Context: an optimization exercise on an open-source flow, tuned for small area, a short achievable clock period and few clock cycles. The choices shown serve that exercise and are no tape-out recipe. Only simulation tests tie the RTL to the original design; equivalence was not proved. No activity file was given, so power comes from the tool's default toggle rates.

==> flow/design.v <==
module vpk_runcodec (
    input  wire        clk,
    input  wire        rst,
    input  wire        cmd_valid,
    output wire        cmd_ready,
    input  wire        cmd_op,       
    input  wire        cmd_codec,    
    input  wire [6:0]  cmd_w,
    input  wire [7:0]  cmd_n,
    input  wire        in_valid,
    output wire        in_ready,
    input  wire [63:0] in_data,
    output wire        out_valid,
    input  wire        out_ready,
    output wire [63:0] out_data,
    output wire        out_last,
    output wire        rsp_valid,
    output wire [3:0]  rsp_err,
    output wire [10:0] rsp_result
);
    function automatic cmd_ok_f(input op, input codec, input [6:0] w, input [7:0] n);
        reg n_ok, w_le, w_set;
        begin
            n_ok  = (n != 8'd0) && (n <= 8'd128);
            w_le  = codec ? (w <= 7'd64) : (w <= 7'd32);
            w_set = (w <= 7'd12) || (w == 7'd16) || (w == 7'd32) || (codec && (w == 7'd64));
            cmd_ok_f = n_ok && (op ? w_set : w_le);
        end
    endfunction
    function automatic [23:0] pdec(input [6:0] p);
        integer t;
        reg [7:0] gt, eq, ge;
        begin
            for (t = 0; t < 8; t = t + 1) begin
                gt[t] = (t > p[6:3]);
                eq[t] = (t == p[6:3]);
                ge[t] = (t >= p[2:0]);
            end
            pdec = {gt, eq, ge};
        end
    endfunction
    function automatic [5:0] stepf(input op, input err, input flush, input last,
                                   input s_ge64, input s_gt64);
        reg pk, up, useb, spill;
        begin
            pk    = !op && !err && !flush;
            up    = op && !err;
            useb  = up && s_gt64;
            spill = pk && last && s_gt64;
            stepf = {pk || useb, !pk || s_ge64 || last,
                     err || flush || (last && !spill), spill, useb, pk && s_ge64};
        end
    endfunction
    reg        q0v, q0op, q0ok;
    reg [6:0]  q0w;
    reg [7:0]  q0n;
    reg        q1v;       
    wire c_ok = cmd_ok_f(cmd_op, cmd_codec, cmd_w, cmd_n);
    reg         csnew, csop, csok;
    wire        csv = csnew && csok;
    reg  [6:0]  csw;
    reg  [7:0]  csn;
    reg  [13:0] pv;        
    reg  [13:0] c_pv;
    wire [11:0] c_prod = csn * csw[3:0];
    always @(*) begin
        if (!csv) c_pv = 14'd0;
        else if (!csop) c_pv = {csn[7:0], 6'd0};
        else case (csw[6:4])
            3'b100:  c_pv = {csn[7:0], 6'd0};
            3'b010:  c_pv = {1'b0, csn[7:0], 5'd0};
            3'b001:  c_pv = {2'b0, csn[7:0], 4'd0};
            default: c_pv = {2'b0, c_prod};
        endcase
    end
    wire [7:0]  c_words = 8'(pv[13:6] + {7'd0, (pv[5:0] != 6'd0)});
    reg  [8:0]  in_cnt;    
    reg         cnt_nz;
    reg        ev, eop, eerr, eflush, elast;
    reg [6:0]  ew;
    reg [7:0]  en;        
    reg [23:0] pd;        
    reg [7:0]  s;         
    reg [5:0]  ramt;      
    reg [7:0]  k;         
    reg        f_needb, f_wo, f_fin, f_spill, f_useb, f_pkfull;
    reg        bv, b2v;
    reg [63:0] b, b2;     
    reg [63:0] a;         
    reg        ov, olast, orsp, oerr;
    reg [10:0] ores;
    reg [63:0] od;
    reg        rv;
    wire o_free  = !ov || out_ready;
    wire fire    = ev && (!f_needb || bv) && (!f_wo || o_free) && !(f_fin && orsp);
    wire promote = q0v && (!ev || (fire && f_fin));
    wire q0_free = !q0v || promote;
    wire e_upd   = promote || fire;
    assign cmd_ready = !q1v;
    wire cmd_fire = cmd_valid && cmd_ready;
    wire cmd_to_q0 = q0_free && !q1v;
    assign in_ready = !b2v && cnt_nz;
    wire in_fire = in_valid && in_ready;
    wire bfree   = !bv || (fire && f_needb);
    wire [63:0] ones = {64{1'b1}};
    wire [7:0]  pgt = pd[23:16], peq = pd[15:8], pge = pd[7:0];
    wire [7:0]  ugt = pgt & {8{eop}}, ueq = peq & {8{eop}};
    wire [63:0] hmp, hmu;                                     
    genvar gi;
    generate
        for (gi = 0; gi < 64; gi = gi + 1) begin : g_hm
            assign hmp[gi] = pgt[(63 - gi) / 8] | (peq[(63 - gi) / 8] & pge[(63 - gi) % 8]);
            assign hmu[gi] = ugt[(63 - gi) / 8] | (ueq[(63 - gi) / 8] & pge[(63 - gi) % 8]);
        end
    endgenerate
    wire [6:0]  smin = (s[7] | s[6]) ? 7'd64 : s[6:0];
    wire [63:0] hms  = ones >> smin;                          
    wire [63:0] lmw  = ~(ones << ew);                         
    wire [63:0] rot_in  = (a & hmu) | (b & ~hmu);
    wire [127:0] rot2   = {rot_in, rot_in} << ramt;
    wire [63:0] rot     = rot2[127:64];
    wire [63:0] m_rot   = eop ? lmw : (hmp & ~hms);
    wire [63:0] m_a     = eop ? 64'd0 : ~hmp;
    wire [63:0] oword   = (rot & m_rot) | (a & m_a);
    wire [63:0] sa      = eop ? 64'd0 : (hmp | {64{f_pkfull}});
    wire [63:0] sk      = eop ? 64'd0 : ~(hmp | {64{f_pkfull}});
    wire [63:0] a_n     = (rot & sa) | (a & sk) | (b & {64{eop}});
    wire        wrapd   = f_useb || f_pkfull;
    wire [6:0]  pos_n   = wrapd ? 7'(s - 8'd64) : s[6:0];
    wire [7:0]  t       = s + {1'b0, ew};
    wire [7:0]  s_n     = wrapd ? (t - 8'd64) : t;
    wire        sn_ge64 = wrapd ? t[7] : (t >= 8'd64);
    wire        sn_gt64 = wrapd ? (t > 8'd128) : (t > 8'd64);
    wire [5:0]  ramt_n  = eop ? (ramt + ew[5:0]) : (ramt - ew[5:0]);
    wire        k_inc   = f_pkfull || f_useb;
    wire [7:0]  k_n     = k + {7'd0, k_inc};
    wire        o_dv    = !eerr && !(!eop && !eflush && elast && (ew == 7'd0));
    wire [6:0]  b_fin   = eop ? pos_n : s[6:0];
    wire [7:0]  k_r     = eop ? k_n : k;
    wire [10:0] res_fin = eerr ? 11'd0 : ({k_r, 3'b000} + {7'd0, 4'((b_fin + 7'd7) >> 3)});
    wire [8:0]  in_tot   = in_cnt + {1'b0, c_words};
    always @(posedge clk) begin
        if (rst) begin
            q0v <= 1'b0; q1v <= 1'b0; csnew <= 1'b0; pv <= 14'd0;
            in_cnt <= 9'd0; cnt_nz <= 1'b0;
            ev <= 1'b0;
            bv <= 1'b0; b2v <= 1'b0;
            ov <= 1'b0; orsp <= 1'b0;
            rv <= 1'b0;
        end else begin
            csnew <= cmd_fire;
            pv   <= c_pv;
            if (cmd_fire && cmd_to_q0) begin
                q0v <= 1'b1;
            end else if (q0_free) begin
                q0v <= q1v;
                q1v <= cmd_fire;
            end else if (cmd_fire) begin
                q1v <= 1'b1;
            end
            in_cnt <= in_tot - {8'd0, in_fire};
            cnt_nz <= in_fire ? (in_tot > 9'd1) : (in_tot != 9'd0);
            if (bfree) bv <= b2v || in_fire;
            if (bfree) b2v <= 1'b0;
            else if (in_fire) b2v <= 1'b1;
            if (promote) ev <= 1'b1;
            else if (fire && f_fin) ev <= 1'b0;
            if (fire && f_wo) begin
                ov    <= o_dv;
                olast <= f_fin;
                orsp  <= f_fin;
                if (f_fin) begin
                    oerr <= eerr;
                    ores <= res_fin;
                end
            end else if (o_free) begin
                ov   <= 1'b0;
                orsp <= 1'b0;
            end
            rv <= orsp && o_free;
        end
        if (promote) begin
            eop    <= q0op;
            eerr   <= !q0ok;
            eflush <= 1'b0;
            elast  <= (q0n == 8'd1);
            ew     <= q0w;
            en     <= q0n;
            pd     <= q0op ? pdec(7'd64) : pdec(7'd0);
            s      <= q0op ? (8'd64 + {1'b0, q0w}) : {1'b0, q0w};
            ramt   <= q0op ? q0w[5:0] : (6'd0 - q0w[5:0]);
            k      <= q0op ? 8'hFF : 8'd0;
            {f_needb, f_wo, f_fin, f_spill, f_useb, f_pkfull} <=
                stepf(q0op, !q0ok, 1'b0, q0n == 8'd1, q0op || q0w[6], q0op ? (q0w != 7'd0) : 1'b0);
        end else if (fire) begin
            k   <= k_n;
            pd  <= pdec(pos_n);
            if (f_spill) begin
                eflush <= 1'b1;
                s      <= {1'b0, pos_n};
                {f_needb, f_wo, f_fin, f_spill, f_useb, f_pkfull} <= 6'b011000;
            end else begin
                en    <= en - 8'd1;
                elast <= (en == 8'd2);
                s     <= s_n;
                ramt  <= ramt_n;
                {f_needb, f_wo, f_fin, f_spill, f_useb, f_pkfull} <=
                    stepf(eop, eerr, eflush, en == 8'd2, sn_ge64, sn_gt64);
            end
        end
        if (cmd_fire && cmd_to_q0) begin
            q0op <= cmd_op; q0ok <= c_ok; q0w <= cmd_w; q0n <= cmd_n;
        end else if (q0_free && q1v) begin
            q0op <= csop; q0ok <= csok; q0w <= csw; q0n <= csn;
        end
        if (cmd_fire) begin
            csop <= cmd_op; csok <= c_ok; csw <= cmd_w; csn <= cmd_n;
        end
        if (bfree) b <= b2v ? b2 : in_data;
        if (!bfree && in_fire) b2 <= in_data;
        if (fire && f_needb) a <= a_n;
        if (fire && f_wo) od <= oword;
    end
    assign out_valid  = ov;
    assign out_data   = od;
    assign out_last   = olast;
    assign rsp_valid  = rv;
    assign rsp_err    = {2'b00, oerr, 1'b0};
    assign rsp_result = ores;
endmodule
==> flow/config.mk <==
export PLATFORM = sky130hd
export DESIGN_NAME = vpk_runcodec
export DESIGN_NICKNAME = vpk_runcodec
export VERILOG_FILES = /design/flow/design.v
export SDC_FILE = /design/flow/constraint.sdc
export NUM_CORES = 4
export LEC_CHECK = 0
export ABC_AREA = 1
export CAP_MARGIN = 20
export CORE_MARGIN = 2
export CORE_UTILIZATION = 50
export PLACE_DENSITY = 0.65
export SETUP_SLACK_MARGIN = 5
export SLEW_MARGIN = 20
==> flow/constraint.sdc <==
create_clock -name core_clock -period 8.0 [get_ports {clk}]
set_input_delay 1.6000 -clock core_clock [delete_from_list [all_inputs] [get_ports {clk}]]
set_output_delay 1.6000 -clock core_clock [all_outputs]
set_load 0.01 [all_outputs]
run.sh (not shown) runs the stock make flow with config.mk's settings and CLKGATE_MAP_FILE= SYNTH_SCRIPT=/design/flow/synth_recipe.tcl, a recipe that flattens the netlist after the stock synthesis.
The first run produced a clean layout.
Testbench counts at the start, summed over its fixed seeds: cycles 62,950.
==> next run, changes <==
==> flow/flow/run.sh (new file) <==
#!/bin/bash
# The standard layout (the standard.sh, all steps), except that the port
# buffers are buf_2 cells instead of the delay cells buffer_ports picks by
# default. Every port still gets its buffer. The make output goes to
# standard.log; ORFS keeps each step's own log under orfs/logs/.
set -euo pipefail
export BUFFER_PORTS_ARGS="-buffer_cell sky130_fd_sc_hd__buf_2"
bash standard.sh finish > standard.log 2>&1
==> flow/standard.sh (new file) <==
#!/bin/bash
# synth_recipe.tcl (not shown) runs the flow's synth.tcl, then flattens the netlist and writes it again
# the make line also repeats each setting of config.mk as NAME=value (left out here)
make -C /OpenROAD-flow-scripts/flow DESIGN_CONFIG=/design/flow/config.mk WORK_HOME=/design/flow/orfs CLKGATE_MAP_FILE= SYNTH_SCRIPT=/design/flow/synth_recipe.tcl "${@:-finish}"
removed: flow/run.sh
After rerunning: The changed run went through all stages and came out clean; combinational power came out lower by a few percent; non-clock buffer count fell by 16; global-route usage decreases by 2.2 points; register-to-register slack is about the same.

==> static timing again, ports no longer ideal <==
No port has a modelled driver above. Below, the same layouts with a new extraction and two added sets of constraints.
Step 1 sets driving cells, clkbuf_16 on the clock port and buf_2 on the other inputs (assumed; they add their load-dependent delay and slew).
Step 2 moves the port delays by t, midway between the first and last clock arrival at a register: inputs arrive t later, outputs are due t later. That takes back most of the time a late clock gives input paths.
Three values: ideal ports, drivers, drivers and shift; two values: the first two.
run | t, ns | slack for setup (ns) | worst setup path after step 2 | clock arrival spread, ns | worst data-port slew with drivers (ns)
the first run | 0.674 | 4.894 / 4.894 / 4.334 | input to register | 0.040 / 0.039 | 0.08
the second run | 0.676 | 4.900 / 4.900 / 4.477 | input to register | 0.031 / 0.030 | 0.06
After both steps every run listed still meets setup and hold. The setup slack of the first run, which loses most, moves by 0.000 ns with the drivers and by -0.560 ns with both steps.
